Background: an optimization exercise with open tools, aiming at small area and a short achievable clock period. Do not read the settings as production practice. Only simulation tests tie the RTL to the original design; equivalence was not proved. No activity file was given, so power comes from the tool's default toggle rates.

exp/quartz:
==> flow/design.v <==
module cpu_alu (
    input  wire [1:0] op,
    input  wire [3:0] a,
    input  wire [3:0] b,
    output reg  [7:0] res,
    output reg        z,
    output reg        c
);
    wire       sub  = op[0];
    wire [4:0] sum  = {1'b0, a} + {1'b0, b ^ {4{sub}}} + {4'd0, sub};
    reg [7:0] prod;
    integer i, j;
    always @* begin
        prod = 8'b1001_0000;
        for (i = 0; i < 4; i = i + 1)
            for (j = 0; j < 4; j = j + 1)
                if ((i == 3) ^ (j == 3))
                    prod = prod + ({7'd0, ~(a[i] & b[j])} << (i + j));
                else
                    prod = prod + ({7'd0, a[i] & b[j]} << (i + j));
    end
    wire [3:0] ma = a[3] ? (4'd0 - a) : a;
    wire [3:0] mb = b[3] ? (4'd0 - b) : b;
    reg  [3:0] mq;
    always @* begin
        case (mb)
            4'd1:    mq = ma;
            4'd2:    mq = {1'b0, ma[3:1]};
            4'd3:    mq = (ma >= 4'd6) ? 4'd2 : (ma >= 4'd3) ? 4'd1 : 4'd0;
            4'd4:    mq = {2'b00, ma[3:2]};
            4'd5, 4'd6, 4'd7, 4'd8:
                     mq = {3'b000, ma >= mb};
            default: mq = 4'd0;
        endcase
    end
    wire [3:0] quot = (a[3] ^ b[3]) ? (4'd0 - mq) : mq;
    always @* begin
        z = 1'b0;
        c = 1'b0;
        case (op)
            2'd0, 2'd1: begin res = {4'd0, sum[3:0]}; z = (sum[3:0] == 4'd0); c = sum[4]; end
            2'd2:       res = prod;
            default:    res = {4'd0, quot};
        endcase
    end
endmodule
module cpu_core #(
    parameter MAX_CYCLES = 1000,
    parameter CW         = 10           
) (
    input  wire          clk,
    input  wire          rst,           
    input  wire          cfg_fwd_en,    
    input  wire          cfg_cache_en,  
    output wire [7:0]    if_addr,
    input  wire [15:0]   if_rdata,
    output wire [7:0]    d_addr,
    input  wire [7:0]    d_rdata,
    output wire [7:0]    d_wdata,
    output wire          d_we,
    input  wire [3:0]    dbg_sel,
    output wire [7:0]    dbg_x,
    output reg  [8:0]    pc,
    output reg           halted,
    output wire          terminated,
    output reg  [1:0]    fault,         
    output reg           flag_z,
    output reg           flag_c,
    output reg  [7:0]    mar,
    output reg  [7:0]    mdr,
    output reg           stalled,
    output reg           flushed,
    output reg           fwd_active,
    output reg  [3:0]    fwd_reg,
    output wire [7:0]    fwd_value,
    output reg           r0_write_ignored,
    output reg  [CW-1:0] cnt_cycles,
    output reg  [CW-1:0] cnt_instructions,
    output wire [CW-1:0] cnt_hazard_stalls,
    output wire [CW-1:0] cnt_cache_stall_cycles,
    output reg  [CW-1:0] cnt_flushes,
    output reg  [CW-1:0] cnt_forwards,
    output reg  [CW-1:0] cnt_cache_hits,
    output wire [CW-1:0] cnt_cache_misses
);
    localparam OP_LOAD = 4'd1, OP_STORE = 4'd2, OP_JMP = 4'd7, OP_HALT = 4'd8;
    integer i;
    reg fwd_en, cache_en;
    reg [7:0] x [1:15];
    reg       pr_valid;
    reg       pr_executed;
    reg [3:0] pr_opcode;
    reg [3:0] pr_operand;    
    reg [7:0] pr_imm;
    reg [7:0] line_valid;
    reg [4:0] line_tag   [0:7];
    reg [2:0] cache_stall_remaining;
    reg [8:0] hs_cnt;
    reg [7:0] cm_cnt;
    assign cnt_hazard_stalls      = {1'b0, hs_cnt};
    assign cnt_cache_misses       = {2'b00, cm_cnt};
    assign cnt_cache_stall_cycles = {cm_cnt, 2'b00};
    assign terminated = halted & ~pr_valid;
    wire active   = (fault == 2'd0) & ~terminated;
    wire at_cap   = (&cnt_cycles[9:5]) & cnt_cycles[3];
    wire do_cycle = active & ~at_cap;
    wire gate     = (cache_stall_remaining != 3'd0);
    wire exec     = do_cycle & ~gate & pr_valid & ~pr_executed;
    wire is_load  = (pr_opcode == OP_LOAD);
    wire is_store = (pr_opcode == OP_STORE);
    wire is_alu   = (pr_opcode == 4'd3) | (pr_opcode == 4'd4) |
                    (pr_opcode == 4'd5) | (pr_opcode == 4'd6);
    wire is_addsub = (pr_opcode == 4'd3) | (pr_opcode == 4'd4);
    wire is_jmp   = (pr_opcode == OP_JMP);
    wire is_halt  = (pr_opcode == OP_HALT);
    wire [3:0] src2 = pr_operand + 4'd1;
    wire [7:0] xr   = (pr_operand == 4'd0) ? 8'd0 : x[pr_operand];
    wire [3:0] xs   = (src2 == 4'd0)       ? 4'd0 : x[src2][3:0];
    wire [1:0] alu_op = pr_opcode[1:0] + 2'd1;    
    wire [7:0] alu_res;
    wire       alu_z, alu_c;
    cpu_alu u_alu (
        .op  (alu_op),
        .a   (xr[3:0]),
        .b   (xs),
        .res (alu_res),
        .z   (alu_z),
        .c   (alu_c)
    );
    wire [2:0] c_index = pr_imm[2:0];
    wire [4:0] c_tag   = pr_imm[7:3];
    wire       c_hit   = line_valid[c_index] & (line_tag[c_index] == c_tag);
    wire       mem_op  = is_load | is_store;
    wire       c_miss  = exec & cache_en & mem_op & ~c_hit;
    wire [7:0] load_data = d_rdata;
    assign d_addr  = pr_imm;
    assign d_wdata = xr;
    assign d_we    = exec & is_store;
    wire       jmp_now     = exec & is_jmp;
    wire [8:0] pc_cur      = jmp_now ? {1'b0, pr_imm} : pc;
    wire       halted_next = halted | (exec & is_halt);
    wire       reach_fetch = do_cycle & ~gate & ~c_miss & ~halted_next;
    wire       oob         = pc_cur[8];
    assign if_addr = pc_cur[7:0];
    wire        fwd_store = d_we & (pr_imm == pc[7:0]);
    wire [7:0]  word_lo   = fwd_store ? xr : if_rdata[7:0];
    wire [3:0]  nxt_opcode  = if_rdata[15:12];
    wire [3:0]  nxt_operand = if_rdata[11:8];
    wire        nxt_is_alu  = (nxt_opcode == 4'd3) | (nxt_opcode == 4'd4) |
                              (nxt_opcode == 4'd5) | (nxt_opcode == 4'd6);
    wire need_match = (nxt_operand == pr_operand) |
                      (nxt_is_alu & ((nxt_operand + 4'd1) == pr_operand));
    wire fetch_ok   = reach_fetch & ~oob;
    wire hazard     = fetch_ok & pr_valid & is_load & need_match;
    wire forward    = hazard & fwd_en;
    wire bubble     = hazard & ~fwd_en;
    wire advance    = fetch_ok & ~bubble;
    assign dbg_x = (dbg_sel == 4'd0) ? 8'd0 : x[dbg_sel];
    assign fwd_value = fwd_active ? mdr : 8'd0;
    wire       x_we    = exec & (is_load | is_alu);
    wire [7:0] x_wdata = is_load ? load_data : alu_res;
    wire [7:0] x_wdata_r = x_wdata & {8{~rst}};
    always @(posedge clk) begin
        for (i = 1; i < 16; i = i + 1)
            if (rst | (x_we && pr_operand == i))
                x[i] <= x_wdata_r;
    end
    always @(posedge clk) begin
        if (c_miss)
            line_tag[c_index] <= c_tag;
    end
    wire c_access = exec & cache_en & mem_op;
    always @(posedge clk) begin
        cnt_cycles       <= (cnt_cycles       + {9'd0, do_cycle})         & {CW{~rst}};
        cnt_instructions <= (cnt_instructions + {9'd0, exec})             & {CW{~rst}};
        cnt_flushes      <= (cnt_flushes      + {9'd0, jmp_now})          & {CW{~rst}};
        cnt_forwards     <= (cnt_forwards     + {9'd0, forward})          & {CW{~rst}};
        cnt_cache_hits   <= (cnt_cache_hits   + {9'd0, c_access & c_hit}) & {CW{~rst}};
        hs_cnt           <= (hs_cnt           + {8'd0, bubble})           & {9{~rst}};
        cm_cnt           <= (cm_cnt           + {7'd0, c_miss})           & {8{~rst}};
    end
    always @(posedge clk) begin
        if (advance) begin
            pr_opcode  <= if_rdata[15:12];
            pr_operand <= if_rdata[11:8];
            pr_imm     <= word_lo;
        end
    end
    always @(posedge clk) begin
        if (rst) begin
            fwd_en   <= cfg_fwd_en;
            cache_en <= cfg_cache_en;
            line_valid <= 8'd0;
            cache_stall_remaining <= 3'd0;
            pc          <= 9'd0;
            halted      <= 1'b0;
            fault       <= 2'd0;
            flag_z      <= 1'b0;
            flag_c      <= 1'b0;
            mar         <= 8'd0;
            mdr         <= 8'd0;
            pr_valid    <= 1'b0;
            pr_executed <= 1'b0;
            stalled          <= 1'b0;
            flushed          <= 1'b0;
            fwd_active       <= 1'b0;
            fwd_reg          <= 4'd0;
            r0_write_ignored <= 1'b0;
        end else begin
            stalled          <= bubble;
            flushed          <= jmp_now;
            fwd_active       <= forward;
            fwd_reg          <= forward ? pr_operand : 4'd0;
            r0_write_ignored <= x_we & (pr_operand == 4'd0);
            if (active & at_cap)
                fault <= 2'd2;
            else if (fetch_ok == 1'b0 && reach_fetch)
                fault <= 2'd1;
            if (do_cycle & gate)
                cache_stall_remaining <= cache_stall_remaining - 3'd1;
            else if (c_miss)
                cache_stall_remaining <= 3'd4;
            if (exec) begin
                pr_executed <= 1'b1;
            end
            if (exec & mem_op) begin
                mar <= pr_imm;
                mdr <= is_load ? load_data : xr;
            end
            if (exec & is_addsub) begin
                flag_z <= alu_z;
                flag_c <= alu_c;
            end
            if (jmp_now) begin
                pr_valid    <= 1'b0;
            end
            if (exec & is_halt)
                halted <= 1'b1;
            if (exec & cache_en & mem_op) begin
                if (~c_hit)
                    line_valid[c_index] <= 1'b1;
            end
            if (do_cycle & ~gate & ~c_miss & halted_next)
                pr_valid <= 1'b0;
            if (bubble) begin
                pr_valid <= 1'b0;
            end
            if (advance) begin
                pr_valid    <= 1'b1;
                pr_executed <= 1'b0;
                pc          <= pc_cur + 9'd1;
            end
        end
    end
endmodule
==> flow/config.mk <==
export PLATFORM = sky130hd
export DESIGN_NAME = cpu_core
export DESIGN_NICKNAME = cpu_core
export VERILOG_FILES = /design/flow/design.v
export SDC_FILE = /design/flow/constraint.sdc
export NUM_CORES = 4
export LEC_CHECK = 0
export ABC_AREA = 1
export CAP_MARGIN = 20
export CORE_MARGIN = 2
export CORE_UTILIZATION = 60
export CTS_BUF_LIST = sky130_fd_sc_hd__clkbuf_8
export CTS_CLUSTER_DIAMETER = 50
export CTS_CLUSTER_SIZE = 16
export SLEW_MARGIN = 20
==> flow/constraint.sdc <==
create_clock -name core_clock -period 13.0 [get_ports {clk}]
set_input_delay 2.6000 -clock core_clock [delete_from_list [all_inputs] [get_ports {clk}]]
set_output_delay 2.6000 -clock core_clock [all_outputs]
set_load 0.01 [all_outputs]
standard.sh (not shown) runs the stock make flow with config.mk's settings and CLKGATE_MAP_FILE= SYNTH_SCRIPT=/design/flow/synth_recipe.tcl, a recipe that flattens the netlist after the stock synthesis.
==> flow/flow/run.sh <==
#!/bin/bash
# Layout flow: the standard ORFS flow (standard.sh) with
#  - port buffers of buf_1 cells (every port still gets its own buffer),
#  - repair_timing aiming for extra setup slack (flow/margin.txt), so the
#    design is sized for a shorter period than the 13 ns it is signed off at,
#  - the combinational logic of the standard synthesis netlist re-mapped by a
#    stronger ABC area script (flow/remap.tcl). The flip-flops are not touched:
#    same instances, names and cell types. The re-mapped netlist is used only
#    if it keeps exactly the same flip-flop instances and a Yosys equivalence
#    proof (flow/eqv.tcl) shows it equal to the standard netlist; otherwise
#    the standard netlist is laid out.
# Each tool's output goes to its own log file in this folder.
set -euo pipefail
WORK=$(pwd)
MARGIN=$(cat flow/margin.txt)
VARS=("BUFFER_PORTS_ARGS=-buffer_cell sky130_fd_sc_hd__buf_1" "SETUP_SLACK_MARGIN=${MARGIN}")
RES=$WORK/orfs/results/${FLOW_PLATFORM:-sky130hd}/cpu_core/base
LIB=$FLOW_HOME/platforms/sky130hd/lib/sky130_fd_sc_hd__tt_025C_1v80.lib
YOSYS=$(command -v yosys || echo "$FLOW_HOME/../tools/install/yosys/bin/yosys")
TOP=${FLOW_TOP:-cpu_core}

# 1. standard synthesis
bash standard.sh "${VARS[@]}" synth > flow_synth.log 2>&1

# 2. re-map the combinational logic, check it, and use it if it passes
cp "$RES/1_2_yosys.v" std_1_2_yosys.v
use_remap=0
if ! grep -oE 'sky130_fd_sc_hd__[a-z0-9_]+' std_1_2_yosys.v | sort -u \
     | grep -E '__(s?e?df|dl|sdf|dfb|dfr|dfs)' | grep -vqE '__(dfxtp_1|edfxtp_1)$'; then
  if REMAP_LIB=$LIB REMAP_DONT_USE=flow/dont_use.txt REMAP_IN=std_1_2_yosys.v \
     REMAP_OUT=remap_1_2_yosys.v REMAP_SCRIPT=$WORK/flow/remap.abc REMAP_STAT=remap_stat.txt \
     REMAP_TOP=$TOP timeout 900 "$YOSYS" -c flow/remap.tcl > flow_remap.log 2>&1; then
    ffs() { grep -E '^\s*sky130_fd_sc_hd__e?dfxtp_1 ' "$1" | sed -E 's/^\s*//; s/\s*\($//' | sort; }
    if [[ -s remap_1_2_yosys.v ]] && diff <(ffs std_1_2_yosys.v) <(ffs remap_1_2_yosys.v) > flow_ffdiff.log 2>&1 \
       && ! grep -qE '\\[^ ]*[:/]' remap_1_2_yosys.v; then
      if REMAP_LIB=$LIB EQ_MODELS=flow/ffmodels.v EQ_GOLD=std_1_2_yosys.v EQ_GATE=remap_1_2_yosys.v \
         REMAP_TOP=$TOP timeout 900 "$YOSYS" -c flow/eqv.tcl > flow_eqv.log 2>&1; then
        use_remap=1
      fi
    fi
  fi
fi
echo "use_remap=$use_remap" > flow_remap_decision.txt
if [[ $use_remap == 1 ]]; then
  cp remap_1_2_yosys.v "$RES/1_2_yosys.v"
  rm -f "$RES/1_synth.odb" "$RES/1_synth.sdc"
fi

# 3. the rest of the standard flow
bash standard.sh "${VARS[@]}" finish > flow_orfs.log 2>&1
==> flow/flow/margin.txt <==
6.3
==> flow/flow/remap.abc <==
strash
&get -n
&deepsyn -T 120
&put
dch -f
map -a
strash
dch -f
map -a
topo
stime -c
buffer -c
upsize -c
dnsize -c
Other scripts of this flow, unchanged in this note and not shown: flow/flow/dont_use.txt, flow/flow/eqv.tcl, flow/flow/ffmodels.v, flow/flow/remap.tcl
exp/quartz: all stages complete, timing, DRC and antenna checks passed
What exp/maple does differently from exp/quartz at the input level:
==> flow/flow/margin.txt <==
6.0
==> flow/flow/remap.abc <==
strash
&get -n
&deepsyn -T 240
&nf -p -R 1000 -F 10 -A 10 -C 32
&put
topo
stime -c
buffer -c
upsize -c
dnsize -c
Notes after the runs:
- exp/maple reached the end of the flow, and the finished layout is clean on the timing, DRC and antenna checks.
- exp/maple ended with less cell area after placement than exp/quartz.
- Compared with exp/quartz, exp/maple shows a sequential share of cell area that is 2.6 points higher.
- In the flow results for exp/maple and exp/quartz, the cell area after synthesis is smaller on exp/maple.
- Re total of endpoints with negative setup slack in the final report: no difference whatsoever between exp/quartz and exp/maple.
[inputs] exp/zinc vs exp/maple
==> flow/flow/margin.txt <==
6.3
--- a/flow/flow/remap.abc
+++ b/flow/flow/remap.abc
@@ -2,3 +2,3 @@
 &get -n
-&deepsyn -T 240
+&deepsyn -T 600
 &nf -p -R 1000 -F 10 -A 10 -C 32
[summary]
- exp/maple vs exp/zinc, uppermost layer routed: met4 vs met5
- Compared exp/zinc against exp/maple; via count within noise.
- Going from exp/maple to exp/zinc, worst slack after detailed placement now larger; total power fell 3.3%; final weighted congestion of routability-driven global placement now sits lower; area growth from synthesis to final layout rose 0.57 points.
- Measured against exp/zinc, the routed wire length of exp/maple comes out at 1.05 times the reference value.
- Diff exp/maple -> exp/zinc: worst IR drop on VDD dropped 3.0%; iteration-0 DRC count of the detailed router increased 64.
- Re number of placed cells counting well taps: exp/zinc is 8 up on exp/maple.
Edits applied to the flow inputs when going from exp/zinc to exp/fjord:
--- a/flow/flow/remap.abc
+++ b/flow/flow/remap.abc
@@ -2,3 +2,3 @@
 &get -n
-&deepsyn -T 600
+&deepsyn -T 240
 &nf -p -R 1000 -F 10 -A 10 -C 32
## What came out
Worst hold slack of exp/zinc is on par with exp/fjord. Compare exp/zinc and exp/fjord | count of inserted antenna diode cells higher: exp/fjord. For the wire length of the first global-routing pass, exp/fjord came in 7.1% higher than exp/zinc did. In exp/fjord, the transition time of the tightest slew-check pin came out 0.0031 ns above the value in exp/zinc. The number of placed instances with taps included was comparable across exp/zinc and exp/fjord. Comparing exp/zinc and exp/fjord, the higher global routing usage summed across all routing layers was measured on exp/fjord. Going from exp/zinc to exp/fjord, the share of power burned in combinational logic was found to have gone up by 2.5 points. Per the comparison of exp/fjord with exp/zinc, overall power went up about 1.6%, core utilization rose by 0.55 points, die footprint moved up.

## re-timing with driven ports
In the flow no input, the clock included, has a driving cell. The finished layouts below were timed again as built, in two steps.
Step 1: set_driving_cell puts a clkbuf_16 on clk and a buf_2 on each other input, an assumption about the parent block.
Step 2 adds t to the input delays and takes it off the output delays; t is the mean of the earliest and latest rising clock arrival at the registers after step 1. Input paths then give back, and output paths get back, about the clock's delay inside the block.
Three values: ideal ports, drivers, drivers and shift; two values: the first two.
| run | shift t [ns] | setup slack, ns | worst setup path at the end | worst register clock-pin slew, ns | worst data-port slew with drivers (ns) |
|---|---|---|---|---|---|
| exp/quartz | 0.657 | 6.275 / 6.236 / 6.237 | input to output | 0.10 / 0.10 | 0.07 |
| exp/maple | 0.645 | 6.072 / 6.047 / 6.047 | input to output | 0.10 / 0.10 | 0.07 |
| exp/zinc | 0.641 | 6.318 / 6.280 / 6.280 | input to output | 0.10 / 0.10 | 0.08 |
| exp/fjord | 0.635 | 6.308 / 6.271 / 6.271 | input to output | 0.10 / 0.10 | 0.07 |
After both steps setup and hold are still met in every run listed.
